Context: an optimization exercise on an open-source flow, tuned for small area, a short achievable clock period and few clock cycles. The choices shown serve that exercise and are no tape-out recipe. In this exercise RTL edits were held to simulation tests only and were not proved equivalent to the original. Power and IR drop assume default switching activity.

==> flow/design.v (excerpt) <==
module pluto_rx (
    input  wire        clk,
    input  wire        rst,
    input  wire        cmd_valid,
    output wire        cmd_ready,
    input  wire [7:0]  cmd,
    input  wire        in_valid,
    output wire        in_ready,
    input  wire [7:0]  in_data,
    input  wire [3:0]  in_nbits,
    input  wire        in_last,
    output reg         out_valid,
    output reg  [7:0]  out_byte,
    output reg         rsp_valid,
    output wire [3:0]  rsp_status,
    output reg  [2:0]  rsp_sub,
    output reg  [31:0] rsp_value
);
    localparam [1:0] OP_CRC = 2'd0, OP_DEC = 2'd1, OP_FIND = 2'd2, OP_ILL = 2'd3;
    localparam [1:0] ST_OK = 2'd0, ST_NONE = 2'd1, ST_ILLEGAL = 2'd2;
    localparam [31:0] MAX_LEN = 32'd50_000_000;
    function [31:0] crc_byte(input [31:0] c, input [7:0] d);
        integer k;
        reg [31:0] r;
        begin
            r = c ^ {24'd0, d};
            for (k = 0; k < 8; k = k + 1)
                r = r[0] ? ((r >> 1) ^ 32'hEDB88320) : (r >> 1);
            crc_byte = r;
        end
  ...
Size in the first run: roughly 2500 cells after synthesis, ~390 flip-flops, ~76 I/O pins, about 0.020 mm^2 of cells after synthesis.
==> flow/config.mk <==
export PLATFORM = sky130hd
export DESIGN_NAME = pluto_rx
export DESIGN_NICKNAME = pluto_rx
export VERILOG_FILES = /design/flow/design.v
export SDC_FILE = /design/flow/constraint.sdc
export NUM_CORES = 4
export LEC_CHECK = 0
export ABC_AREA = 1
export CAP_MARGIN = 20
export CORE_MARGIN = 2
export CORE_UTILIZATION = 65
export CTS_CLUSTER_DIAMETER = 90
export CTS_CLUSTER_SIZE = 24
export SLEW_MARGIN = 20
==> flow/constraint.sdc <==
create_clock -name core_clock -period 10.0 [get_ports {clk}]
set_input_delay 2.0000 -clock core_clock [delete_from_list [all_inputs] [get_ports {clk}]]
set_output_delay 2.0000 -clock core_clock [all_outputs]
set_load 0.01 [all_outputs]
standard.sh (not shown) runs the stock make flow with config.mk's settings and CLKGATE_MAP_FILE= SYNTH_SCRIPT=/design/flow/synth_recipe.tcl, a recipe that flattens the netlist after the stock synthesis.
==> flow/flow/run.sh <==
#!/bin/bash
# The standard layout (standard.sh), with timing repair aimed at a 3.1 ns
# clock (setup margin 6.9 ns at the 10 ns constraint), plain buf_2 cells as
# the port buffers, no separate adder-cell mapping in synthesis (ABC maps the
# adders with the rest of the logic), and no buffers placed along clock wires
# between the tree's branch points. Full tool output is in standard.log.
set -e
bash standard.sh SETUP_SLACK_MARGIN=6.9 ADDER_MAP_FILE= CTS_BUF_DISTANCE=400 \
    BUFFER_PORTS_ARGS="-buffer_cell sky130_fd_sc_hd__buf_2" finish > standard.log 2>&1
The baseline went through all stages and came out clean.
Testbench counts at the start, summed over its fixed seeds: cycles 38,315.
==> next run, changes <==
==> flow/flow/run.sh (replaced) <==
#!/bin/bash
# The standard layout (standard.sh), with timing repair aimed at a 3.1 ns
# clock (setup margin 6.9 ns at the 10 ns constraint), plain buf_2 cells as
# the port buffers, and no separate adder-cell mapping in synthesis (ABC maps
# the adders with the rest of the logic). Full tool output is in standard.log.
set -e
bash standard.sh SETUP_SLACK_MARGIN=6.9 ADDER_MAP_FILE= \
    BUFFER_PORTS_ARGS="-buffer_cell sky130_fd_sc_hd__buf_2" finish > standard.log 2>&1
Effect: Wire length does not change. Power stays the same. Non-clock buffer count stays the same. Maximum frequency is unchanged. Final area is unchanged. Worst setup slack is unchanged.

Another version of the RTL of pluto_rx (not shown whole).
Size in the first run: ~2900 cells after synthesis, ~490 flip-flops, ~24000 sq um of cells after synthesis.
## pluto_rx
module pluto_rx (
    input  wire        clk,
    input  wire        rst,
    input  wire        cmd_valid,
    output wire        cmd_ready,
    input  wire [7:0]  cmd,
    input  wire        in_valid,
    output wire        in_ready,
    input  wire [7:0]  in_data,
    input  wire [3:0]  in_nbits,
    input  wire        in_last,
    output reg         out_valid,
    output reg  [7:0]  out_byte,
    output reg         rsp_valid,
    output wire [3:0]  rsp_status,
    output reg  [2:0]  rsp_sub,
    output reg  [31:0] rsp_value
);
Settings: LEC_CHECK=0, ABC_AREA=1, CAP_MARGIN=20, CORE_MARGIN=2, CORE_UTILIZATION=65, SLEW_MARGIN=20; clock period 10.0 ns.
==> flow/flow/run.sh <==
#!/bin/bash
# The standard layout (standard.sh), with timing repair aimed at a 3.2 ns
# clock (setup margin 6.8 ns at the 10 ns constraint), plain buf_2 cells as
# the port buffers, and no separate adder-cell mapping in synthesis (ABC maps
# the adders with the rest of the logic). Full tool output is in standard.log.
set -e
bash standard.sh SETUP_SLACK_MARGIN=6.8 ADDER_MAP_FILE= \
    BUFFER_PORTS_ARGS="-buffer_cell sky130_fd_sc_hd__buf_2" finish > standard.log 2>&1
The starting point went through all stages and came out clean.
Testbench counts at the start, summed over its fixed seeds: cycles 38,315.
==> next run, changes <==
==> flow/flow/run.sh (replaced) <==
#!/bin/bash
# The standard layout (standard.sh), with timing repair aimed at a 3 ns
# clock (setup margin 7 ns at the 10 ns constraint), plain buf_2 cells as
# the port buffers, and no separate adder-cell mapping in synthesis (ABC maps
# the adders with the rest of the logic). Full tool output is in standard.log.
set -e
bash standard.sh SETUP_SLACK_MARGIN=7 ADDER_MAP_FILE= \
    BUFFER_PORTS_ARGS="-buffer_cell sky130_fd_sc_hd__buf_2" finish > standard.log 2>&1
--- a/flow/config.mk
+++ b/flow/config.mk
@@ -11 +11 @@
-export CORE_UTILIZATION = 65
+export CORE_UTILIZATION = 55
After rerunning: Final area climbs by a few percent; wire length climbs by a few percent; sequential cell count is unchanged; fmax climbs slightly; first-iteration DRC count drops by a little under a tenth; area after synthesis is unchanged; critical path depth climbs by 1; final cell count climbs by a few percent; via count drops slightly.
==> next run, changes <==
==> flow/flow/run.sh (replaced) <==
#!/bin/bash
# The standard layout (standard.sh), with timing repair aimed at a 3.5 ns
# clock (setup margin 6.5 ns at the 10 ns constraint), plain buf_2 cells as
# the port buffers, and no separate adder-cell mapping in synthesis (ABC maps
# the adders with the rest of the logic). Full tool output is in standard.log.
set -e
bash standard.sh SETUP_SLACK_MARGIN=6.5 ADDER_MAP_FILE= \
    BUFFER_PORTS_ARGS="-buffer_cell sky130_fd_sc_hd__buf_2" finish > standard.log 2>&1
--- a/flow/config.mk
+++ b/flow/config.mk
@@ -11 +11 @@
-export CORE_UTILIZATION = 55
+export CORE_UTILIZATION = 65
=> Clock power is lower by about 3%; non-clock buffer count is lower by 54; first-iteration DRC count is lower by 3.6%; final cell count is lower by 4.9%; synthesized area does not change; power is lower by 1.6%; count of clock-buffer cells in the layout is lower by 16.

## static timing again, ports no longer ideal
The results above use ideal ports. As a check the final layouts listed here were re-extracted and re-timed, cells and wires unchanged.
Step 1 assumes that a clkbuf_16 drives the clock port and a buf_2 every other input.
Step 2 also shifts input and output timing later by t, the mid clock arrival at the registers, as if the neighbouring blocks saw the same clock.
a / b / c = no drivers / after step 1 / after step 2; a / b = the first two.
run	shift t [ns]	setup WS [ns]	cell pins on the clock port's net
the first run of note 1	0.593	6.936 / 6.880 / 6.641	1
the second run of note 1	0.593	6.936 / 6.880 / 6.641	1
the first run of note 2	0.647	6.840 / 6.787 / 6.892	1
the second run of note 2	0.653	6.884 / 6.826 / 6.849	1
the third run of note 2	0.641	6.735 / 6.681 / 6.752	1
After both steps setup and hold are still met in every run listed.
